What follows belongs to an exercise in optimizing a design on an open flow for small area; a production flow would make more cautious choices. Function was checked by simulation only, so behaviour that the tests miss may differ from the original. No activity file was given, so power comes from the tool's default toggle rates.

==> design.v <==
module ouman_reader (
    input  wire        clk,
    input  wire        rst_n,         
    input  wire        tick,          
    input  wire        start,
    input  wire [7:0]  start_id,
    output wire        busy,
    output wire        done,
    output wire [7:0]  tx_data,
    output wire        tx_valid,
    input  wire        tx_ready,
    input  wire        rx_valid,
    input  wire [7:0]  rx_data,
    output reg         rx_ovr,
    input  wire        ovr_clr,
    output wire [2:0]  err,
    output wire [2:0]  rtype,
    output wire [7:0]  crcv,
    output wire [8:0]  res_len,
    output reg  [31:0] field0,
    output reg  [31:0] field1,
    output reg  [31:0] field2,
    output reg  [31:0] field3,
    output reg  [31:0] field4,
    output reg  [31:0] field5,
    input  wire [7:0]  raw_off,
    output wire        raw_valid,
    output wire [7:0]  raw_value
);
    localparam [7:0] READ_OPCODE = 8'h52;
    localparam [2:0] T_RAW = 3'd0, T_TEMP = 3'd1, T_DEVICE = 3'd2, T_DATETIME = 3'd3,
                     T_SET1 = 3'd4, T_SET2 = 3'd5, T_INFO = 3'd6;
    localparam [2:0] S_IDLE = 3'b000, S_DONE = 3'b001,
                     S_TX   = 3'b100, S_RX   = 3'b101,
                     S_FIN1 = 3'b110, S_FIN2 = 3'b111;
    function [2:0] classify;
        input [7:0] id;
        begin
            if (id == 8'h01)                 classify = T_DEVICE;
            else if (id == 8'h10)            classify = T_TEMP;
            else if (id[7:4] == 4'h2)        classify = T_INFO;
            else if (id == 8'h30)            classify = T_DATETIME;
            else if (id == 8'h40)            classify = T_SET1;
            else if (id == 8'h41)            classify = T_SET2;
            else                             classify = T_RAW;
        end
    endfunction
    function [8:0] min_len;
        input [2:0] t;
        case (t)
            T_TEMP:     min_len = 9'd8;
            T_DEVICE:   min_len = 9'd24;
            T_DATETIME: min_len = 9'd13;
            T_SET1:     min_len = 9'd28;
            T_SET2:     min_len = 9'd17;
            T_INFO:     min_len = 9'd21;
            default:    min_len = 9'd0;
        endcase
    endfunction
    reg [2:0]  state;
    reg [7:0]  cur_id;
    reg [8:0]  cnt;        
    reg [7:0]  rx_len;
    reg [3:0]  rx_timer;   
    reg [7:0]  acc;        
    reg [1:0]  err_r;      
    reg [7:0]  fifo_mem [0:3];
    reg [2:0]  fifo_rd;
    reg [2:0]  fifo_wr;
    wire st_tx = (state == S_TX);
    wire st_rx = (state == S_RX);
    assign busy     = state[2];
    assign done     = !state[2] & state[0];
    assign tx_valid = st_tx;
    reg [7:0] tx_byte;
    always @(*) begin
        case (cnt[2:0])
            3'd0:    tx_byte = 8'h02;
            3'd1:    tx_byte = READ_OPCODE;
            3'd2:    tx_byte = 8'h02;
            3'd3:    tx_byte = 8'h00;
            3'd4:    tx_byte = cur_id;
            default: tx_byte = READ_OPCODE + 8'h02 + cur_id;
        endcase
    end
    assign tx_data = tx_byte;
    wire fifo_empty = (fifo_wr == fifo_rd);
    wire fifo_full  = (fifo_wr[1:0] == fifo_rd[1:0]) && (fifo_wr[2] != fifo_rd[2]);
    wire [7:0] rx_b = fifo_empty ? rx_data : fifo_mem[fifo_rd[1:0]];
    wire take       = st_rx && (!fifo_empty || rx_valid);
    wire push       = rx_valid && !fifo_full && !(take && fifo_empty);
    wire pop        = take && !fifo_empty;
    always @(posedge clk) begin
        if (push)
            fifo_mem[fifo_wr[1:0]] <= rx_data;
    end
    always @(posedge clk) begin
        if (!rst_n) begin
            fifo_rd <= 3'd0;
            fifo_wr <= 3'd0;
        end else begin
            if (push) fifo_wr <= fifo_wr + 3'd1;
            if (pop)  fifo_rd <= fifo_rd + 3'd1;
        end
    end
    always @(posedge clk) begin
        if (!rst_n)
            rx_ovr <= 1'b0;
        else if (rx_valid && fifo_full)
            rx_ovr <= 1'b1;
        else if (ovr_clr)
            rx_ovr <= 1'b0;
    end
    wire [8:0] cnt_inc   = cnt + 9'd1;
    wire       last_byte = (cnt == {1'b0, rx_len} + 9'd3);
    always @(posedge clk) begin
        if (!rst_n) begin
            state <= S_IDLE;
        end else begin
            case (state)
                S_IDLE, S_DONE: begin
                    state <= S_IDLE;
                    if (start) begin
                        cur_id <= start_id;
                        cnt    <= 9'd0;
                        state  <= S_TX;
                    end
                end
                S_TX: begin
                    if (tx_ready) begin
                        cnt <= cnt_inc;
                        if (cnt[2:0] == 3'd5) begin
                            state    <= S_RX;
                            cnt      <= 9'd0;
                            rx_timer <= 4'd0;
                            acc      <= 8'd0;
                        end
                    end
                end
                S_RX: begin
                    if (take) begin
                        rx_timer <= 4'd0;
                        cnt      <= cnt_inc;
                        if (cnt == 9'd2)
                            rx_len <= rx_b;
                        if (cnt == 9'd0) begin
                            if (rx_b != 8'h02) begin
                                state <= S_FIN1;
                                err_r <= 2'b10;
                                cnt   <= 9'd0;
                            end
                        end else if (last_byte) begin
                            state <= S_FIN1;
                            err_r <= (acc != rx_b) ? 2'b11 : 2'b00;
                        end else begin
                            acc <= acc + rx_b;
                        end
                    end else if (tick) begin
                        rx_timer <= rx_timer + 4'd1;
                        if (rx_timer == 4'd15) begin
                            state <= S_FIN1;
                            err_r <= 2'b01;
                            cnt   <= 9'd0;
                            acc   <= 8'd0;
                        end
                    end
                end
                S_FIN1:  state <= S_FIN2;
                default: state <= S_DONE;
            endcase
        end
    end
    wire [8:0] cnt_m5 = cnt - 9'd5;
    wire [7:0] addr   = st_rx ? cnt_m5[7:0] : raw_off;
    wire [255:0] rsel;
    wire [15:0]  hi_n, lo_n;
    wire [7:0]   rd_or;
    wire [7:0]   wd [0:3];
    genvar gq;
    generate
        for (gq = 0; gq < 4; gq = gq + 1) begin : g_wd
            ouman_mux2x8 u_wd (.s(st_rx), .a(rd_or), .b(rx_b), .y(wd[gq]));
        end
    endgenerate
    ouman_predec u_predec (.a(addr), .hi_n(hi_n), .lo_n(lo_n));
    reg  [2047:0] mem;     
    genvar gi, gb;
    generate
        for (gi = 0; gi < 256; gi = gi + 1) begin : g_slot
            if (gi < 254) begin : g_used
                ouman_nor2 u_rsel (.a(hi_n[gi/16]), .b(lo_n[gi%16]), .y(rsel[gi]));
                always @(posedge clk) begin
                    if (rsel[gi])
                        mem[8*gi +: 8] <= wd[gi/64];
                end
            end else begin : g_unused
                assign rsel[gi] = 1'b0;
            end
        end
    endgenerate
    wire [7:0] rd_n;
    generate
        for (gb = 0; gb < 8; gb = gb + 1) begin : g_rbit
            wire [253:0] d;
            for (gi = 0; gi < 256; gi = gi + 1) begin : g_d
                if (gi < 254)
                    assign d[gi] = mem[8*gi + gb];
            end
            ouman_aomux u_mux (.sel(rsel[253:0]), .d(d), .y_n(rd_n[gb]));
        end
    endgenerate
    assign rd_or = ~rd_n;
    assign raw_valid = !busy && !cnt_m5[8] && (raw_off < cnt_m5[7:0]);
    assign raw_value = raw_valid ? rd_or : 8'h00;
    wire       complete = (cnt != 9'd0);
    wire [2:0] cls      = classify(cur_id);
    wire       short_pl = (cnt < min_len(cls));
    wire       fok      = complete && !short_pl;
    assign res_len = cnt;
    assign crcv    = acc;
    assign rtype   = complete ? cls : T_RAW;
    assign err     = {1'b0, err_r[1] | (complete & short_pl), err_r[0]};
    always @(*) begin
        field0 = 32'd0; field1 = 32'd0; field2 = 32'd0;
        field3 = 32'd0; field4 = 32'd0; field5 = 32'd0;
        if (fok) begin
            case (cls)
                T_TEMP: begin
                    field0 = {{16{mem[7]}}, mem[0 +: 8], mem[8 +: 8]};
                end
                T_DEVICE: begin
                    field0 = {mem[24 +: 8], mem[16 +: 8], mem[8 +: 8], mem[0 +: 8]};
                    field1 = {mem[56 +: 8], mem[48 +: 8], mem[40 +: 8], mem[32 +: 8]};
                    field2 = {24'd0, mem[64 +: 8]};
                    field3 = {mem[96 +: 8], mem[88 +: 8], mem[80 +: 8], mem[72 +: 8]};
                    field4 = {mem[128 +: 8], mem[120 +: 8], mem[112 +: 8], mem[104 +: 8]};
                    field5 = {24'd0, mem[136 +: 8]};
                end
                T_DATETIME: begin
                    field0 = {16'd0, mem[0 +: 8], mem[8 +: 8]};
                    field1 = {24'd0, mem[16 +: 8]};
                    field2 = {24'd0, mem[24 +: 8]};
                    field3 = {24'd0, mem[32 +: 8]};
                    field4 = {24'd0, mem[40 +: 8]};
                    field5 = {24'd0, mem[48 +: 8]};
                end
                T_SET1: begin
                    field0 = {24'd0, mem[0 +: 8]};
                    field1 = {24'd0, mem[8 +: 8]};
                    field2 = {24'd0, mem[16 +: 8]};
                    field3 = {24'd0, mem[24 +: 8]};
                    field4 = {24'd0, mem[32 +: 8]};
                    field5 = {24'd0, mem[168 +: 8]};
                end
                T_SET2: begin
                    field0 = {24'd0, mem[80 +: 8]};
                end
                T_INFO: begin
                    field0 = {24'd0, mem[0 +: 8]};
                    field1 = {24'd0, mem[112 +: 8]};
                end
                default: ;
            endcase
        end
    end
endmodule
module ouman_predec (
    input  wire [7:0]  a,
    output wire [15:0] hi_n,
    output wire [15:0] lo_n
);
    genvar i;
    generate
        for (i = 0; i < 16; i = i + 1) begin : g_pre
            assign hi_n[i]  = !(a[7:4] == i);
            assign lo_n[i]  = !(a[3:0] == i);
        end
    endgenerate
endmodule
module ouman_aomux (
    input  wire [253:0] sel,
    input  wire [253:0] d,
    output wire         y_n
);
    wire [84:0] n0;    
    wire [21:0] n1;    
    wire [5:0]  n2;    
    wire [1:0]  n3;    
    genvar m;
    generate
        for (m = 0; m < 84; m = m + 1) begin : g_l0
            ouman_ao222n u (.a1(sel[3*m]), .b1(d[3*m]), .a2(sel[3*m+1]), .b2(d[3*m+1]),
                            .a3(sel[3*m+2]), .b3(d[3*m+2]), .y(n0[m]));
        end
        ouman_ao22n u_l0_last (.a1(sel[252]), .b1(d[252]), .a2(sel[253]), .b2(d[253]), .y(n0[84]));
        for (m = 0; m < 19; m = m + 1) begin : g_l1a
            ouman_nand4 u (.a(n0[4*m]), .b(n0[4*m+1]), .c(n0[4*m+2]), .d(n0[4*m+3]), .y(n1[m]));
        end
        for (m = 0; m < 3; m = m + 1) begin : g_l1b
            ouman_nand3 u (.a(n0[76+3*m]), .b(n0[77+3*m]), .c(n0[78+3*m]), .y(n1[19+m]));
        end
        for (m = 0; m < 4; m = m + 1) begin : g_l2a
            ouman_or4 u (.a(n1[4*m]), .b(n1[4*m+1]), .c(n1[4*m+2]), .d(n1[4*m+3]), .y(n2[m]));
        end
        for (m = 0; m < 2; m = m + 1) begin : g_l2b
            ouman_or3 u (.a(n1[16+3*m]), .b(n1[17+3*m]), .c(n1[18+3*m]), .y(n2[4+m]));
        end
        for (m = 0; m < 2; m = m + 1) begin : g_l3
            ouman_or3 u (.a(n2[3*m]), .b(n2[3*m+1]), .c(n2[3*m+2]), .y(n3[m]));
        end
    endgenerate
    ouman_nor2 u_l4 (.a(n3[0]), .b(n3[1]), .y(y_n));
endmodule
module ouman_ao222n (input wire a1, b1, a2, b2, a3, b3, output wire y);
    assign y = !((a1 && b1) || (a2 && b2) || (a3 && b3));
endmodule
module ouman_ao22n (input wire a1, b1, a2, b2, output wire y);
    assign y = !((a1 && b1) || (a2 && b2));
endmodule
module ouman_nand4 (input wire a, b, c, d, output wire y);
    assign y = !(a && b && c && d);
endmodule
module ouman_nand3 (input wire a, b, c, output wire y);
    assign y = !(a && b && c);
endmodule
module ouman_or4 (input wire a, b, c, d, output wire y);
    assign y = a || b || c || d;
endmodule
module ouman_or3 (input wire a, b, c, output wire y);
    assign y = a || b || c;
endmodule
module ouman_nor2 (input wire a, b, output wire y);
    assign y = !(a || b);
endmodule
module ouman_mux2x8 (input wire s, input wire [7:0] a, input wire [7:0] b, output wire [7:0] y);
    assign y = s ? b : a;
endmodule
==> flow/run.sh <==
#!/bin/bash
# Standard ORFS layout (standard.sh), with these options changed:
#  - port buffers use the smallest buffer cell;
#  - clock tree: larger sink clusters and no dummy balancing loads.
set -euo pipefail
export REMOVE_ABC_BUFFERS=1
export BUFFER_PORTS_ARGS="-buffer_cell sky130_fd_sc_hd__buf_1"
export CTS_ARGS="-sink_clustering_enable -repair_clock_nets -dont_use_dummy_load -sink_clustering_buffer sky130_fd_sc_hd__clkbuf_8 -sink_clustering_size 19 -sink_clustering_max_diameter 52"
bash standard.sh > flow_make.log 2>&1
==> standard.sh <==
#!/bin/bash
# synth_recipe.tcl (not shown) runs the flow's synth.tcl, then flattens the netlist and writes it again
# the make line also repeats each setting of config.mk as NAME=value (left out here)
make -C /OpenROAD-flow-scripts/flow DESIGN_CONFIG=/design/flow/config.mk WORK_HOME=/design/flow/orfs CLKGATE_MAP_FILE= SYNTH_SCRIPT=/design/flow/synth_recipe.tcl "${@:-finish}"
==> config.mk <==
export PLATFORM = sky130hd
export DESIGN_NAME = ouman_reader
export DESIGN_NICKNAME = ouman_reader
export VERILOG_FILES = /design/flow/design.v
export SDC_FILE = /design/flow/constraint.sdc
export NUM_CORES = 4
export LEC_CHECK = 0
export CAP_MARGIN = 10
export CORE_MARGIN = 2
export CORE_UTILIZATION = 50
export GPL_TIMING_DRIVEN = 0
export PLACE_DENSITY = 0.8
export SLEW_MARGIN = 10
export SYNTH_HIERARCHICAL = 1
==> constraint.sdc <==
create_clock -name core_clock -period 10.0 [get_ports {clk}]
set_input_delay 2.0000 -clock core_clock [delete_from_list [all_inputs] [get_ports {clk}]]
set_output_delay 2.0000 -clock core_clock [all_outputs]
set_load 0.01 [all_outputs]
==> results.txt, run 1 <==
Setup crit start kind register; root buf cell sky130_fd_sc_hd__clkbuf_16; buffers added on ports 217; share of final-layout standard cells stronger than drive strength 1 9.62%; post-cts hold buffer count 0; most frequent standard cell in the layout excluding fill and tap cells sky130_fd_sc_hd__edfxtp_1; Layout Skew 0.0829 ns; total I/O pin count 267; top library cells by usage in the layout, fill and taps aside sky130_fd_sc_hd__edfxtp_1, sky130_fd_sc_hd__a222oi_1, sky130_fd_sc_hd__nor2_1; Final setup viols 0; num rows 145; drt total wl 187000 um; number of hold violations in the final report 0; Max Clk Rate 0.102 GHz; sum of net half-perimeters after detailed placement 116000 um; clock sinks 2115; async set-reset flop share out of synthesis 0%; final net count 4516; post-detailed-route via-to-cell ratio 6.87; number of antenna violations at the first check in global routing 10; effective utilization at floorplan 50.3%; Total Neg Setup Slack 0 ns; top post-synthesis cells by area sky130_fd_sc_hd__edfxtp_1, sky130_fd_sc_hd__a222oi_1, sky130_fd_sc_hd__nor2_1; maximum root-to-sink buffer count 3; endpoint kind of the worst setup timing path primary output; core utilization of the finished layout 54.3%; number of iterations in the first detailed-routing pass 14; Yosys reg bits 2115; classification of the worst setup path reg -> out; met1 track demand over resource 31.6%; number of standard cells after synthesis 4108; final antenna-violating net count 0; worst setup timing slack at the placement stage 0.322 ns; total routing usage reported by global routing 22.4%; sequential share of the synthesized area 80.9%; minimum clock period 9.77 ns; vias in the first global route 41100; mean cell area of the mapped netlist 19.1 um2; final estimated routing congestion in global placement 0.882; RSZ-0062 raised after global routing false; post-layout power 16.1 mW; worst min-delay path category reg -> reg; number of violations reported at the end of detailed-routing iteration 0 10200; total via count after detailed routing 44700; Skew-Pair Late Insertion Delay 0.79 ns; actual slew at the worst max-slew pin 1.32 ns; largest net degree at the start of global routing 65; CTS buffer count 139; DIE AREA 160000 um2; primary flip-flop cell chosen by synthesis mapping sky130_fd_sc_hd__edfxtp_1; status finished clean; remaining design rule violation count 0; pwr/cell area 190 nW/um2; number of H-tree levels 4; number of enable flip-flop cells after synthesis 2103; clock transition at the register clock pins on the worst setup and hold paths after CTS 0.08 ns; met3 Track Usage GR 6.03%; leakage dissipation 25.5 nW; Worst Path Max Fanout 20; cell taking the most area after synthesis sky130_fd_sc_hd__edfxtp_1; worst slew slack as a fraction of its limit 11.7%; Syn-to-layout area delta 8.04%; crit share post-route 97.7%; CTS tree yes; post-synthesis instance area 78300 um2; x dimension of the die 400 um; Max Cap Violations 0; Slew Limit Fails 0; data arrival time at the worst-slack endpoint 7.77 ns; chip height 400 um; core box area 156000 um2; Cell variety after synth 73; slack of the critical path 0.232 ns; met2 global-route usage 33.3%; data required time of the worst path 8.00 ns; share of Yosys cell area claimed by the top area cell type 80.6%; worst ir drop on vdd 0.000249 V; first-pass GRT wire length 268000 um; global route overflow 0; Avg WL per Cell 28.7 um; most congested layer reported by global routing met2; number of warning messages in the yosys log 7
-- metal layers --
metal	part of all wire, %	vias to the layer above	wire (um)
li1	-	18700	-
met1	37	22400	69400
met2	45	3221	84500
met3	14	402	25600
met4	3.8	4	7080
met5	0.012	-	22
-- per-module statistics from Yosys (local to each module, per instance), a selection --
module	cells inside	area [um2]	flip-flops and latches	copies in the design
ouman_predec	40	373	0	1
ouman_reader	2850	68100	2115	1
ouman_nand4	1	6.26	0	152
ouman_mux2x8	9	131	0	4
ouman_or3	1	6.26	0	32
ouman_nor2	1	3.75	0	262
-- stage by stage --
stage / area, um2 / cells / hold WS, ns
after floorplan: 77800 / 4033 / 0.489
after CTS: 84200 / 6498 / 0.508
after detailed placement: 82100 / 6359 / 0.496
after global placement: 81200 / 6308 / 0.477
final: 84600 / 6512 / 0.511
after global routing: 84600 / 6510 / 0.516
-- worst paths after layout --
path	startpoint	to	slack, ns	cells after the start
setup / recovery	state[2]	raw_value[6]	0.23	12
hold / removal	rx_ovr	rx_ovr	0.51	2
setup reg to reg	state[2]	g_rbit[7].d[10]	2.81	12
hold reg to reg	rx_ovr	rx_ovr	0.51	2
-- synth_stat cells, drive strengths merged, types with 16 or more instances --
library cell and number:
clkbuf 36, xnor2 19, ha 31, and2 71, nor3 21, a22oi 16
or4 35, or3 38, buf 87, nor2 374, xor2 17, a222oi 720
nand2 62, mux2 39, o21ai 37, inv 32, a21oi 42, nand4 158
edfxtp 2103, nand3 33
-- report_power, final --
group	switching [mW]	internal (mW)
Combinational	1.29	0.197
Sequential	0.0297	10.7
Clock	2.46	1.41
Total	3.78	12.3
-- what timing repair did --
item | CTS | global route
setup endpoints to repair | 3 | 2
setup buffers | 0 | 0
resized for setup | 4 | 1
-- worst max-delay path: stages (launching register included) --
cell                       delay (ns)
sky130_fd_sc_hd__dfxtp_1         0.61
sky130_fd_sc_hd__nand3b_1        0.81
sky130_fd_sc_hd__o21ai_2         1.05
sky130_fd_sc_hd__nand4b_1        0.85
sky130_fd_sc_hd__buf_8           0.43
sky130_fd_sc_hd__nor2_1          0.93
sky130_fd_sc_hd__a222oi_1        0.34
sky130_fd_sc_hd__nand4_1         0.25
sky130_fd_sc_hd__or4_1           0.29
sky130_fd_sc_hd__or3_1           0.23
sky130_fd_sc_hd__nor2_1          0.08
sky130_fd_sc_hd__nor3_1          0.88
sky130_fd_sc_hd__buf_1           0.25
-- cell families (layout without fill, tap and decap cells) --
logic type                 count (synthesis)  in the layout  synth area share, %
muxes                                     49             49                0.970
adders and majority gates                 32             32                0.521
buffers and inverters                    155            450                 1.09
xor gates and xnor gates                  36             36                0.403
other                                      1             52              0.00479
AOI/OAI and AO/OA                        849            849                 10.3
DFF                                     2115           2115                 80.9
and+or+nand+nor                          871            871                 5.78
-- state kept, by name (all words and copies together), names as in the netlist, 4 cells and up, named ones only --
register  cells
fifo_mem     32
rx_len        8
cnt           9
g_rbit.d   2032
acc           8
rx_timer      4
cur_id        8
-- area by class of cell --
class | count | area [um2]
fill | 11400 | 71200
sequential | 2115 | 63400
multi-input combinational | 1886 | 14800
tap | 2058 | 2570
clock buffer | 139 | 2100
timing repair buffer | 279 | 1640
inverter | 32 | 120
antenna | 3 | 7.51
==> run 2, diff against run 1 <==
==> flow/run.sh (replaced) <==
#!/bin/bash
# Standard ORFS layout (standard.sh), with these options changed:
#  - port buffers use the smallest buffer cell;
#  - clock tree: larger sink clusters and no dummy balancing loads.
set -euo pipefail
export REMOVE_ABC_BUFFERS=1
export BUFFER_PORTS_ARGS="-buffer_cell sky130_fd_sc_hd__buf_1"
export CTS_ARGS="-sink_clustering_enable -repair_clock_nets -dont_use_dummy_load -buf_list sky130_fd_sc_hd__clkbuf_8 -sink_clustering_buffer sky130_fd_sc_hd__clkbuf_8 -sink_clustering_size 19 -sink_clustering_max_diameter 52"
bash standard.sh > flow_make.log 2>&1
--- a/config.mk
+++ b/config.mk
@@ -12,2 +12,3 @@
 export PLACE_DENSITY = 0.8
+export SETUP_SLACK_MARGIN = 0.2
 export SLEW_MARGIN = 10
==> results.txt, run 2 <==
clock network power share 23.3% (was 24.1%); Slowest-stage cell, CP sky130_fd_sc_hd__nor2_2 (was sky130_fd_sc_hd__o21ai_2); cell taking the most area after synthesis sky130_fd_sc_hd__edfxtp_1 (unchanged); actual slew at the worst max-slew pin 1.31 ns (was 1.32 ns); sequential share of power 67.3% (was 66.7%); effective utilization at floorplan 50.3% (unchanged); flip-flop count of the largest register, all copies and words added 2032 (unchanged); sequential share of the synthesized area 80.9% (unchanged); total via count after detailed routing 45700 (was 44700); leakage dissipation 26.3 nW (was 25.5 nW); Setup crit start kind register (unchanged); core box area 156000 um2 (unchanged); number of antenna violations at the first check in global routing 14 (was 10); global route overflow 0 (unchanged); Avg WL per Cell 28.4 um (was 28.7 um); clock transition at the register clock pins on the worst setup and hold paths after CTS 0.11 ns (was 0.08 ns); crit path cell chain nor2_1 -> nand2_1 -> or3_1 -> xor2_1 -> o21ai_2 -> buf_8 -> nand4bb_1 -> nor2_2 -> a222oi_1 -> nand4_1 -> or4_1 -> or3_1 -> nor2_1 -> nor3_1 -> buf_1 (was nand3b_1 -> o21ai_2 -> nand4b_1 -> buf_8 -> nor2_1 -> a222oi_1 -> nand4_1 -> or4_1 -> or3_1 -> nor2_1 -> nor3_1 -> buf_1); RSZ-0062 raised after global routing false (unchanged); Max Clk Rate 0.106 GHz (was 0.102 GHz); top library cells by usage in the layout, fill and taps aside sky130_fd_sc_hd__edfxtp_1, sky130_fd_sc_hd__a222oi_1, sky130_fd_sc_hd__buf_1 (was sky130_fd_sc_hd__edfxtp_1, sky130_fd_sc_hd__a222oi_1, sky130_fd_sc_hd__nor2_1); number of H-tree levels 4 (unchanged); fraction of the mapped netlist area in simple logic gates 5.78% (unchanged); async set-reset flop share out of synthesis 0% (unchanged); Layout Skew 0.0992 ns (was 0.0829 ns); CTS buffer count 139 (unchanged); internal power summed over all cells 12.1 mW (was 12.3 mW); compound-cell area share of the yosys netlist 10.3% (unchanged); maximum root-to-sink buffer count 3 (unchanged); largest stage delay on the critical path 1.04 ns (was 1.05 ns); number of iterations in the first detailed-routing pass 9 (was 14); Max Cap Violations 0 (unchanged); Worst Path Max Fanout 16 (was 20); post-detailed-route via-to-cell ratio 6.84 (was 6.87); share of synthesized area spent on multiplexers 0.970% (unchanged); Final setup viols 0 (unchanged); post-layout power 15.9 mW (was 16.1 mW); share of final-layout standard cells stronger than drive strength 1 14.4% (was 9.62%); final estimated routing congestion in global placement 0.882 (unchanged); primary flip-flop cell chosen by synthesis mapping sky130_fd_sc_hd__edfxtp_1 (unchanged); most frequent standard cell in the layout excluding fill and tap cells sky130_fd_sc_hd__edfxtp_1 (unchanged); Cell variety after synth 73 (unchanged); num rows 145 (unchanged); final net count 4675 (was 4516); largest net degree at the start of global routing 65 (unchanged); remaining design rule violation count 0 (unchanged); post-synthesis instance area 78300 um2 (unchanged); sw power 3.79 mW (was 3.78 mW); count leader, synth sky130_fd_sc_hd__edfxtp_1 (unchanged); status finished clean (unchanged); top post-synthesis cells by area sky130_fd_sc_hd__edfxtp_1, sky130_fd_sc_hd__a222oi_1, sky130_fd_sc_hd__nor2_1 (unchanged); first-pass GRT wire length 267000 um (was 268000 um); synthesized-area fraction occupied by xor and xnor cells 0.403% (unchanged); data required time of the worst path 8.00 ns (about the same); crit share post-route 94.5% (was 97.7%); CTS tree yes (unchanged); part of the total power dissipated in combinational logic 9.4% (was 9.2%); drt total wl 189000 um (was 187000 um); commonest cells in the netlist sky130_fd_sc_hd__edfxtp_1, sky130_fd_sc_hd__a222oi_1, sky130_fd_sc_hd__nor2_1, sky130_fd_sc_hd__nand4_1, sky130_fd_sc_hd__and2_1 (unchanged); clock sinks 2115 (unchanged); number of standard cells after synthesis 4108 (unchanged); buffers added on ports 217 (unchanged); worst min-delay path category reg -> reg (unchanged); Slew Limit Fails 0 (unchanged); Skew-Pair Late Insertion Delay 0.95 ns (was 0.79 ns); vias in the first global route 41000 (was 41100); number of enable flip-flop cells after synthesis 2103 (unchanged); DIE AREA 160000 um2 (unchanged); chip height 400 um (unchanged); worst ir drop on vdd 0.000213 V (was 0.000249 V); total routing usage reported by global routing 22.4% (about the same); worst slew slack as a fraction of its limit 12.5% (was 11.7%); core utilization of the finished layout 55.2% (was 54.3%); endpoint kind of the worst setup timing path primary output (unchanged); Synth Area in Adders 0.521% (unchanged); sum of net half-perimeters after detailed placement 116000 um (unchanged); number of warning messages in the yosys log 7 (unchanged); root buf cell sky130_fd_sc_hd__clkbuf_8 (was sky130_fd_sc_hd__clkbuf_16); data arrival time at the worst-slack endpoint 7.45 ns (was 7.77 ns); mean cell area of the mapped netlist 19.1 um2 (unchanged); pwr/cell area 185 nW/um2 (was 190 nW/um2); Yosys reg bits 2115 (unchanged); number of violations reported at the end of detailed-routing iteration 0 9925 (was 10200); share of Yosys cell area claimed by the top area cell type 80.6% (unchanged); number of hold violations in the final report 0 (unchanged); final antenna-violating net count 0 (unchanged); x dimension of the die 400 um (unchanged); worst slack on hold paths 0.510 ns (was 0.511 ns); dominant combinational cell family by area after synthesis compound AO/OA/AOI/OAI gates (unchanged); minimum clock period 9.45 ns (was 9.77 ns); switching part of the total 23.8% (was 23.5%); Syn-to-layout area delta 9.78% (was 8.04%); classification of the worst setup path reg -> out (unchanged); total I/O pin count 267 (unchanged)
[run 2: changes by cell type in the layout (fill, tap and decap cells not counted), sizes merged]
cell / change
nand3b: +1
buf: +158
diode: +6
[run 2: worst paths after layout]
check             cells past startpoint    from  slack, ns               end
hold reg to reg                       2  rx_ovr       0.51            rx_ovr
setup reg to reg                     16  cnt[0]       2.97  g_rbit[5].d[166]
hold / removal                        2  rx_ovr       0.51            rx_ovr
setup / recovery                     15  cnt[4]       0.55      raw_value[6]
[run 2: final cells by class]
cell class | count | area, um2
well taps | 2058 | 2570
multi-input cells | 1887 | 15100
flip-flops and latches | 2115 | 63400
repair buffers | 437 | 2880
clock buffers | 139 | 1910
diodes | 9 | 22.5
fillers | 11200 | 69900
inverters | 32 | 120
[run 2: power groups by stage]
stage	clock, mW	sequential [mW]	combinational [mW]
2_1_floorplan	0	10.9	0.751
3_3_place_gp	0	10.9	1.32
3_5_place_dp	0	10.9	1.45
4_1_cts	3.74	10.7	1.45
5_1_grt	4.02	10.7	1.59
6_report	3.71	10.7	1.50
[run 2: cell families (layout without fill, tap and decap cells)]
logic type	Yosys count	count (layout)
AND/OR/NAND/NOR	871	872
AO/OA/AOI/OAI	849	849
flip-flops	2115	2115
buffers and inverters	155	608
XOR/XNOR	36	36
adder cells (fa/ha/maj)	32	32
multiplexers	49	49
other	1	58
[run 2: worst max-delay path, delay by kind of cell (launching register included)]
| kind | cells | cell delay [ns] |
|---|---|---|
| compound gates | 2 | 0.72 |
| xor+xnor | 1 | 0.18 |
| buf+inv | 2 | 0.49 |
| flops | 1 | 0.63 |
| simple gates | 10 | 4.48 |
[run 2: per-module statistics from Yosys (local to each module, per instance), a selection]
module,flops+latches,times used
ouman_or4,0,32
ouman_ao222n,0,672
ouman_ao22n,0,8
ouman_nand3,0,24
ouman_nand4,0,152
ouman_reader,2115,1
ouman_or3,0,32
ouman_predec,0,1
ouman_nor2,0,262
ouman_mux2x8,0,4
[run 2: through the flow]
stage	instance area, um2	std cells	TNS, ns	setup slack, ns
floorplan	77800	4033	0	0.144
global placement	81200	6308	-369.39	-4.05
detailed placement	82100	6359	0	0.322
CTS	84100	6498	0	0.248
global route	86000	6672	0	0.345
finish	86000	6677	0	0.548
[run 2: repair_timing]
item,CTS,global route
buffers inserted,0,156
gates resized for setup,11,91
gates cloned,0,1
pin swaps,0,45
hold buffers,0,0
endpoints found under the setup margin,8,8
[run 2: metal layers]
metal | GRT usage (%) | share of wire [%]
met4 | 8.10 | 3.5
met5 | 0 | 0.012
met3 | 6.16 | 14
met2 | 33.5 | 46
met1 | 31.6 | 37
==> run 3, diff against run 2 <==
--- a/config.mk
+++ b/config.mk
@@ -12,3 +12,3 @@
 export PLACE_DENSITY = 0.8
-export SETUP_SLACK_MARGIN = 0.2
+export SETUP_SLACK_MARGIN = 0.05
 export SLEW_MARGIN = 10
==> results.txt, run 3 <==
register area 63400 um2 (unchanged); endpoint kind of the worst setup timing path primary output (unchanged); mean cell area of the mapped netlist 19.1 um2 (unchanged); clock transition at the register clock pins on the worst setup and hold paths after CTS 0.08 ns (was 0.11 ns); core box area 156000 um2 (unchanged); x dimension of the die 400 um (unchanged); number of standard cells after synthesis 4108 (unchanged); leakage dissipation 25.4 nW (was 26.3 nW); core utilization of the finished layout 54.3% (was 55.2%); data arrival time at the worst-slack endpoint 7.80 ns (was 7.45 ns); part of the total power dissipated in combinational logic 9.4% (about the same); minimum clock period 9.80 ns (was 9.45 ns); chip height 400 um (unchanged); Skew-Pair Late Insertion Delay 0.93 ns (was 0.95 ns); Yosys reg bits 2115 (unchanged); total via count after detailed routing 44700 (was 45700); fraction of the mapped netlist area in simple logic gates 5.78% (unchanged); worst reg2reg setup slack 2.73 ns (was 2.97 ns); Critical path destination raw_value[6] (unchanged); buffers added on ports 217 (unchanged); maximum root-to-sink buffer count 3 (unchanged); Syn-to-layout area delta 8.03% (was 9.78%); number of antenna violations at the first check in global routing 14 (unchanged); placed cell count 6359 (unchanged); number of enable flip-flop cells after synthesis 2103 (unchanged); switching part of the total 23.7% (was 23.8%); final antenna-violating net count 0 (unchanged); Critical R2R Launch state[2] (was cnt[0]); area of all placed cells without fillers 84600 um2 (was 86000 um2); status finished clean (unchanged); async set-reset flop share out of synthesis 0% (unchanged); number of iterations in the first detailed-routing pass 13 (was 9); global route overflow 0 (unchanged); worst slew slack as a fraction of its limit 14.6% (was 12.5%); internal power summed over all cells 12.1 mW (about the same); number of setup buffers added after CTS 0 (unchanged); Synth Area in Adders 0.521% (unchanged); root buf cell sky130_fd_sc_hd__clkbuf_8 (unchanged); Slew Limit Fails 0 (unchanged); RSZ-0062 raised after global routing true (was false); post-cts hold buffer count 0 (unchanged); Layout Skew 0.0951 ns (was 0.0992 ns); Worst Path Max Fanout 20 (was 16); dominant combinational cell family by area after synthesis compound AO/OA/AOI/OAI gates (unchanged); final net count 4519 (was 4675); number of hold violations in the final report 0 (unchanged); number of filler instances in the final layout 11400 (was 11200); post-detailed-route via-to-cell ratio 6.86 (was 6.84); worst slack on hold paths 0.507 ns (was 0.510 ns); cell taking the most area after synthesis sky130_fd_sc_hd__edfxtp_1 (unchanged); DIE AREA 160000 um2 (unchanged); total routing usage reported by global routing 22.4% (unchanged); remaining design rule violation count 0 (unchanged); largest net degree at the start of global routing 65 (unchanged); post-synthesis instance area 78300 um2 (unchanged); CTS buffer count 139 (unchanged); actual slew at the worst max-slew pin 1.27 ns (was 1.31 ns); Max Cap Violations 0 (unchanged); Cell variety after synth 73 (unchanged); worst min-delay path category reg -> reg (unchanged); capture point of the worst reg-to-reg path g_rbit[5].d[166] (unchanged); synthesized-area fraction occupied by xor and xnor cells 0.403% (unchanged); drt total wl 186000 um (was 189000 um); sw power 3.77 mW (was 3.79 mW); Total Neg Setup Slack 0 ns (unchanged); data required time of the worst path 8.00 ns (about the same); worst ir drop on vdd 0.000214 V (was 0.000213 V); most frequent standard cell in the layout excluding fill and tap cells sky130_fd_sc_hd__edfxtp_1 (unchanged); effective utilization at floorplan 50.3% (unchanged); crit share post-route 98.0% (was 94.5%); commonest cells in the netlist sky130_fd_sc_hd__edfxtp_1, sky130_fd_sc_hd__a222oi_1, sky130_fd_sc_hd__nor2_1, sky130_fd_sc_hd__nand4_1, sky130_fd_sc_hd__and2_1 (unchanged); sum of net half-perimeters after detailed placement 116000 um (unchanged); non-filler instance count after layout 6518 (was 6677); Final setup viols 0 (unchanged); hold-critical path depth 2 (unchanged); share of synthesized area spent on multiplexers 0.970% (unchanged); number of violations reported at the end of detailed-routing iteration 0 10100 (was 9925); top library cells by usage in the layout, fill and taps aside sky130_fd_sc_hd__edfxtp_1, sky130_fd_sc_hd__a222oi_1, sky130_fd_sc_hd__buf_1 (unchanged); compound-cell area share of the yosys netlist 10.3% (unchanged); number of warning messages in the yosys log 7 (unchanged); share of Yosys cell area claimed by the top area cell type 80.6% (unchanged); sequential share of the synthesized area 80.9% (unchanged); sequential share of power 67.4% (was 67.3%); Placement Cell Area 82100 um2 (unchanged); num rows 145 (unchanged); Max Clk Rate 0.102 GHz (was 0.106 GHz); number of H-tree levels 4 (unchanged); count leader, synth sky130_fd_sc_hd__edfxtp_1 (unchanged); clock network power share 23.3% (about the same); primary flip-flop cell chosen by synthesis mapping sky130_fd_sc_hd__edfxtp_1 (unchanged); launch point of the worst path state[2] (was cnt[4]); CTS tree yes (unchanged); Avg WL per Cell 28.6 um (was 28.4 um); vias in the first global route 41000 (about the same); pwr/cell area 188 nW/um2 (was 185 nW/um2); flip-flop count of the largest register, all copies and words added 2032 (unchanged); Setup crit start kind register (unchanged); r2r worst-path depth 12 (was 16); first-pass GRT wire length 267000 um (about the same); top post-synthesis cells by area sky130_fd_sc_hd__edfxtp_1, sky130_fd_sc_hd__a222oi_1, sky130_fd_sc_hd__nor2_1 (unchanged); total I/O pin count 267 (unchanged); clock sinks 2115 (unchanged); share of final-layout standard cells stronger than drive strength 1 10.8% (was 14.4%); classification of the worst setup path reg -> out (unchanged); multi-input combinational cell area 14900 um2 (was 15100 um2); final estimated routing congestion in global placement 0.882 (unchanged)
[run 3: cell count changes in the layout (fill, tap and decap cells not counted), sizes merged]
cell    change
buf       -155
diode       -3
nand3b      -1
[run 3: worst min-delay path by stage]
| stage | from | endpoint |
|---|---|---|
| floorplan | rx_ovr | rx_ovr |
| global placement | rx_ovr | rx_ovr |
| detailed placement | rx_ovr | rx_ovr |
| CTS | rx_ovr | rx_ovr |
| global route | rx_ovr | rx_ovr |
| finish | rx_ovr | rx_ovr |
[run 3: routing by layer]
layer,vias to the layer above,track usage [%],part of all wire [%]
met3,403,6.22,14
met1,22300,31.6,37
met5,-,0,0.026
met2,3281,33.4,45
li1,18800,-,-
met4,6,8.24,3.6
[run 3: kinds of logic after synthesis]
family / after synthesis
multiplexers: 49
flip-flops: 2115
other: 1
buffers and inverters: 155
XOR/XNOR: 36
AND/OR/NAND/NOR: 871
adder cells (fa/ha/maj): 32
AO/OA/AOI/OAI: 849
[run 3: cell type report]
cell class              count  area share [%]
multi-input cells        1886            17.6
inverters                  32           0.142
well taps                2058            3.04
clock buffers             139            2.26
repair buffers            282            1.96
flip-flops and latches   2115            74.9
diodes                      6          0.0177
[run 3: stage by stage]
stage / power (mW) / setup slack [ns]
6_report: 15.9 / 0.205
5_1_grt: 16.3 / 0.0324
3_3_place_gp: 12.2 / -4.05
4_1_cts: 15.9 / 0.0995
3_5_place_dp: 12.4 / 0.322
2_1_floorplan: 11.6 / 0.144
[run 3: power groups by stage]
stage	Sequential [mW]	Combinational (mW)	Clock, mW
after global routing	10.7	1.57	4.02
after CTS	10.7	1.45	3.74
after detailed placement	10.9	1.45	0
final	10.7	1.49	3.70
after global placement	10.9	1.32	0
after floorplan	10.9	0.751	0
[run 3: worst max-delay path: stages (launching register included)]
cell and delay, ns:
sky130_fd_sc_hd__dfxtp_1 0.61, sky130_fd_sc_hd__nand3b_1 0.89, sky130_fd_sc_hd__o21ai_2 0.75, sky130_fd_sc_hd__buf_8 0.25
sky130_fd_sc_hd__nand4bb_1 0.91, sky130_fd_sc_hd__nor2_1 1.29, sky130_fd_sc_hd__a222oi_1 0.39, sky130_fd_sc_hd__nand4_1 0.23
sky130_fd_sc_hd__or4_1 0.14, sky130_fd_sc_hd__or3_1 0.18, sky130_fd_sc_hd__nor2_1 0.08, sky130_fd_sc_hd__nor3_1 0.90
sky130_fd_sc_hd__buf_1 0.25
[run 3: modules after synthesis, one instance, submodules excluded, a selection]
module | cell area (um2) | cells inside | flip-flops and latches
ouman_reader | 68100 | 2850 | 2115
ouman_nand4 | 6.26 | 1 | 0
ouman_mux2x8 | 131 | 9 | 0
ouman_predec | 373 | 40 | 0
ouman_ao222n | 10.0 | 1 | 0
ouman_ao22n | 12.5 | 1 | 0
ouman_nor2 | 3.75 | 1 | 0
ouman_or4 | 7.51 | 1 | 0
ouman_nand3 | 5.00 | 1 | 0
[run 3: timing repair]
action,CTS,global route
gates cloned,0,0
endpoints found under the hold margin,0,0
setup endpoints to repair,8,8
pin swaps,0,0
resized for setup,4,53
==> run 4, diff against run 3 <==
==> flow/run.sh (replaced) <==
#!/bin/bash
# Standard ORFS layout (standard.sh), with these options changed:
#  - port buffers use the smallest buffer cell;
#  - clock tree: clkbuf_8 sink buffers, clusters of at most 18 sinks
#    within 50 um, no dummy balancing loads;
#  - after global routing, non-critical gates are downsized (power
#    recovery on all paths with positive slack), then slew, capacitance
#    and timing are repaired again (flow/post_grt.tcl).
set -euo pipefail
export REMOVE_ABC_BUFFERS=1
export RECOVER_POWER=100
export POST_GLOBAL_ROUTE_TCL="$PWD/flow/post_grt.tcl"
export BUFFER_PORTS_ARGS="-buffer_cell sky130_fd_sc_hd__buf_1"
export CTS_ARGS="-sink_clustering_enable -repair_clock_nets -dont_use_dummy_load -sink_clustering_buffer sky130_fd_sc_hd__clkbuf_8 -sink_clustering_size 18 -sink_clustering_max_diameter 50"
bash standard.sh > flow_make.log 2>&1
==> flow/post_grt.tcl (new file) <==
# Runs after ORFS's global route step (POST_GLOBAL_ROUTE_TCL hook),
# after its power recovery (RECOVER_POWER), which downsizes gates
# without regard to slew: repair slew, capacitance and timing again
# with global-route parasitics (with 20% slew and capacitance margins),
# legalise, and re-route the changed nets.
log_cmd global_route -start_incremental
log_cmd estimate_parasitics -global_routing
log_cmd repair_design -verbose -slew_margin 20 -cap_margin 20
log_cmd detailed_placement
log_cmd estimate_parasitics -global_routing
repair_timing_helper
log_cmd detailed_placement
log_cmd global_route -end_incremental
check_placement -verbose
log_cmd estimate_parasitics -global_routing
write_guides $::env(RESULTS_DIR)/route.guide
--- a/config.mk
+++ b/config.mk
@@ -12,3 +12,2 @@
 export PLACE_DENSITY = 0.8
-export SETUP_SLACK_MARGIN = 0.05
 export SLEW_MARGIN = 10
==> results.txt, run 4 <==
status finished clean (unchanged); destination of the worst hold path rx_ovr (unchanged); Layout Skew 0.0965 ns (was 0.0951 ns); Skew-Pair Late Insertion Delay 0.77 ns (was 0.93 ns); maximum root-to-sink buffer count 3 (unchanged); post-synthesis instance area 78300 um2 (unchanged); Setup crit start kind register (unchanged); chip height 400 um (unchanged); register area 63400 um2 (unchanged); Yosys reg bits 2115 (unchanged); total I/O pin count 267 (unchanged); sum of net half-perimeters after detailed placement 116000 um (unchanged); count leader, synth sky130_fd_sc_hd__edfxtp_1 (unchanged); data arrival time at the worst-slack endpoint 7.87 ns (was 7.80 ns); total routing usage reported by global routing 22.4% (about the same); num rows 145 (unchanged); internal power summed over all cells 12.4 mW (was 12.1 mW); actual slew at the worst max-slew pin 1.17 ns (was 1.27 ns); first-pass GRT wire length 268000 um (was 267000 um); post-cts hold buffer count 0 (unchanged); number of iterations in the first detailed-routing pass 15 (was 13); Total Neg Setup Slack 0 ns (unchanged); most frequent standard cell in the layout excluding fill and tap cells sky130_fd_sc_hd__edfxtp_1 (unchanged); leakage dissipation 25.4 nW (about the same); cell taking the most area after synthesis sky130_fd_sc_hd__edfxtp_1 (unchanged); CTS tree yes (unchanged); r2r worst-path depth 13 (was 12); final antenna-violating net count 0 (unchanged); number of filler instances in the final layout 11300 (was 11400); Largest delay share family, worst path simple AND/OR/NAND/NOR gates (unchanged); largest stage delay on the critical path 0.97 ns (was 1.29 ns); Avg WL per Cell 28.8 um (was 28.6 um); minimum clock period 9.87 ns (was 9.80 ns); DIE AREA 160000 um2 (unchanged); remaining design rule violation count 0 (unchanged); number of warning messages in the yosys log 7 (unchanged); buffers added on ports 217 (unchanged); Critical R2R Launch state[2] (unchanged); crit path cell chain nand3b_1 -> o21ai_4 -> nand4bb_4 -> nor2_1 -> clkbuf_1 -> a222oi_1 -> nand4_1 -> or4_1 -> or3_1 -> nor2_1 -> nor3_1 -> buf_1 (was nand3b_1 -> o21ai_2 -> buf_8 -> nand4bb_1 -> nor2_1 -> a222oi_1 -> nand4_1 -> or4_1 -> or3_1 -> nor2_1 -> nor3_1 -> buf_1); total via count after detailed routing 45200 (was 44700); Cell variety after synth 73 (unchanged); final estimated routing congestion in global placement 0.882 (unchanged); Final setup viols 0 (unchanged); pwr/cell area 190 nW/um2 (was 188 nW/um2); Max Clk Rate 0.101 GHz (was 0.102 GHz); async set-reset flop share out of synthesis 0% (unchanged); classification of the worst setup path reg -> out (unchanged); sw power 3.80 mW (was 3.77 mW); number of setup buffers added after CTS 0 (unchanged); x dimension of the die 400 um (unchanged); largest net degree at the start of global routing 65 (unchanged); drt total wl 188000 um (was 186000 um); number of violations reported at the end of detailed-routing iteration 0 9923 (was 10100); worst ir drop on vdd 0.000270 V (was 0.000214 V); clock sinks 2115 (unchanged); final net count 4544 (was 4519); sequential share of power 66.3% (was 67.4%); part of the total power dissipated in combinational logic 9.3% (was 9.4%); Slew Limit Fails 0 (unchanged); critical path depth 12 (unchanged); global route overflow 0 (unchanged); post-layout power 16.2 mW (was 15.9 mW); capture point of the worst reg-to-reg path g_rbit[5].d[166] (unchanged); share of final-layout standard cells stronger than drive strength 1 11.2% (was 10.8%); top library cells by usage in the layout, fill and taps aside sky130_fd_sc_hd__edfxtp_1, sky130_fd_sc_hd__a222oi_1, sky130_fd_sc_hd__nor2_2 (was sky130_fd_sc_hd__edfxtp_1, sky130_fd_sc_hd__a222oi_1, sky130_fd_sc_hd__buf_1); flip-flop count of the largest register, all copies and words added 2032 (unchanged); number of standard cells after synthesis 4108 (unchanged); Max Cap Violations 0 (unchanged); crit share post-route 98.7% (was 98.0%); number of antenna violations at the first check in global routing 12 (was 14); number of buffer and inverter stages on the critical path 2 (unchanged); worst min-delay path startpoint rx_ovr (unchanged); effective utilization at floorplan 50.3% (unchanged); post-cts repair resize count 4 (unchanged); share of Yosys cell area claimed by the top area cell type 80.6% (unchanged); cell occurring most often along the worst timing path sky130_fd_sc_hd__nor2_1 (unchanged); clock transition at the register clock pins on the worst setup and hold paths after CTS 0.08 ns (about the same); worst slew slack as a fraction of its limit 21.6% (was 14.6%); hold-critical path depth 2 (unchanged); primary flip-flop cell chosen by synthesis mapping sky130_fd_sc_hd__edfxtp_1 (unchanged); worst reg2reg setup slack 2.21 ns (was 2.73 ns); endpoint kind of the worst setup timing path primary output (unchanged); root buf cell sky130_fd_sc_hd__clkbuf_16 (was sky130_fd_sc_hd__clkbuf_8); Slowest-stage cell, CP sky130_fd_sc_hd__nor2_1 (unchanged); post-detailed-route via-to-cell ratio 6.91 (was 6.86); Worst Path Max Fanout 20 (unchanged); clock network power share 24.4% (was 23.3%); sequential share of the synthesized area 80.9% (unchanged); Syn-to-layout area delta 8.39% (was 8.03%); core box area 156000 um2 (unchanged); CTS buffer count 147 (was 139); multi-input combinational cell area 15000 um2 (was 14900 um2); vias in the first global route 41200 (was 41000); commonest cells in the netlist sky130_fd_sc_hd__edfxtp_1, sky130_fd_sc_hd__a222oi_1, sky130_fd_sc_hd__nor2_1, sky130_fd_sc_hd__nand4_1, sky130_fd_sc_hd__and2_1 (unchanged); mean cell area of the mapped netlist 19.1 um2 (unchanged); switching part of the total 23.5% (was 23.7%); top post-synthesis cells by area sky130_fd_sc_hd__edfxtp_1, sky130_fd_sc_hd__a222oi_1, sky130_fd_sc_hd__nor2_1 (unchanged); data required time of the worst path 8.00 ns (about the same); number of H-tree levels 4 (unchanged); number of enable flip-flop cells after synthesis 2103 (unchanged); worst min-delay path category reg -> reg (unchanged); number of hold violations in the final report 0 (unchanged)
## run 4: cell counts after synthesis
No cell type changed its count.
## run 4: per-module statistics from Yosys (local to each module, per instance), a selection
module / copies in the design / area (um2) / flip-flops and latches / cells
ouman_reader: 1 / 68100 / 2115 / 2850
ouman_nand4: 152 / 6.26 / 0 / 1
ouman_mux2x8: 4 / 131 / 0 / 9
ouman_nor2: 262 / 3.75 / 0 / 1
ouman_or4: 32 / 7.51 / 0 / 1
ouman_nand3: 24 / 5.00 / 0 / 1
## run 4: logic make-up after synthesis
logic type	count (synthesis)	share of synthesized area (%)
flip-flops	2115	80.9
AND/OR/NAND/NOR	871	5.78
AO/OA/AOI/OAI	849	10.3
buffers and inverters	155	1.09
multiplexers	49	0.970
XOR/XNOR	36	0.403
adder cells (fa/ha/maj)	32	0.521
other	1	0.00479
## run 4: metrics by stage
stage	setup slack [ns]	util [%]	instances	area (um2)	hold slack, ns
2_1_floorplan	0.144	-	4033	77800	0.489
3_3_place_gp	-4.05	52.1	6308	81200	0.477
3_5_place_dp	0.322	52.7	6359	82100	0.496
4_1_cts	0.276	54.1	6506	84400	0.508
6_report	0.132	54.5	6540	84900	0.512
## run 4: worst max-delay path by stage
stage | startpoint | slack, ns | endpoint
2_1_floorplan | cur_id[2] | 0.14 | field1[10]
3_3_place_gp | cur_id[2] | -4.05 | field4[30]
3_5_place_dp | raw_off[1] | 0.32 | raw_value[6]
4_1_cts | state[2] | 0.28 | raw_value[6]
6_report | state[2] | 0.13 | raw_value[6]
## run 4: metal layers
metal / GRT usage [%] / wire (um)
met5: 0 / 49
met4: 8.94 / 8030
met3: 5.93 / 26600
met2: 33.3 / 84500
met1: 31.8 / 68900
## run 4: worst register-to-register path, stage by stage, from the launching register on
cell and delay (ns):
sky130_fd_sc_hd__dfxtp_1 0.62, sky130_fd_sc_hd__nand3b_1 0.87, sky130_fd_sc_hd__o21ai_4 0.89, sky130_fd_sc_hd__nand4b_1 0.39
sky130_fd_sc_hd__clkbuf_1 0.81, sky130_fd_sc_hd__nor2_1 0.36, sky130_fd_sc_hd__clkbuf_1 0.49, sky130_fd_sc_hd__a222oi_1 0.59
sky130_fd_sc_hd__nand4_1 0.17, sky130_fd_sc_hd__or4_1 0.75, sky130_fd_sc_hd__or3_1 0.49, sky130_fd_sc_hd__nor2_1 0.22
sky130_fd_sc_hd__inv_1 0.15, sky130_fd_sc_hd__mux2_4 0.55
## run 4: layout make-up
type / count / area share, %
well taps: 2058 / 3.03
flip-flops and latches: 2115 / 74.7
inverters: 32 / 0.141
repair buffers: 299 / 1.89
multi-input cells: 1886 / 17.6
clock buffers: 147 / 2.61
diodes: 3 / 0.00884
## run 4: power by group through the flow
stage	Sequential, mW	Clock, mW	Combinational (mW)
6_report	10.7	3.94	1.50
4_1_cts	10.7	3.99	1.45
3_5_place_dp	10.9	0	1.45
3_3_place_gp	10.9	0	1.32
2_1_floorplan	10.9	0	0.751

==> static timing again, ports no longer ideal <==
How much do the figures lean on ideal ports? The routed layouts below were timed once more, with nothing changed but the port constraints.
Step 1 sets driving cells, clkbuf_16 on the clock port and buf_2 on the other inputs (assumed; they add their load-dependent delay and slew).
Step 2 also shifts input and output timing later by t, the mid clock arrival at the registers, as if the neighbouring blocks saw the same clock.
Slacks: ideal ports / drivers / drivers and shift; pairs: ideal ports / drivers.
run	t (ns)	setup WS [ns]	worst setup path after step 2
run 1	0.829	0.232 / 0.152 / 0.601	input to output
run 2	0.971	0.548 / 0.474 / 0.890	input to output
run 3	0.958	0.205 / 0.131 / 0.765	input to output
run 4	0.801	0.132 / 0.054 / 0.551	input to output
After both steps every run listed still meets setup and hold.
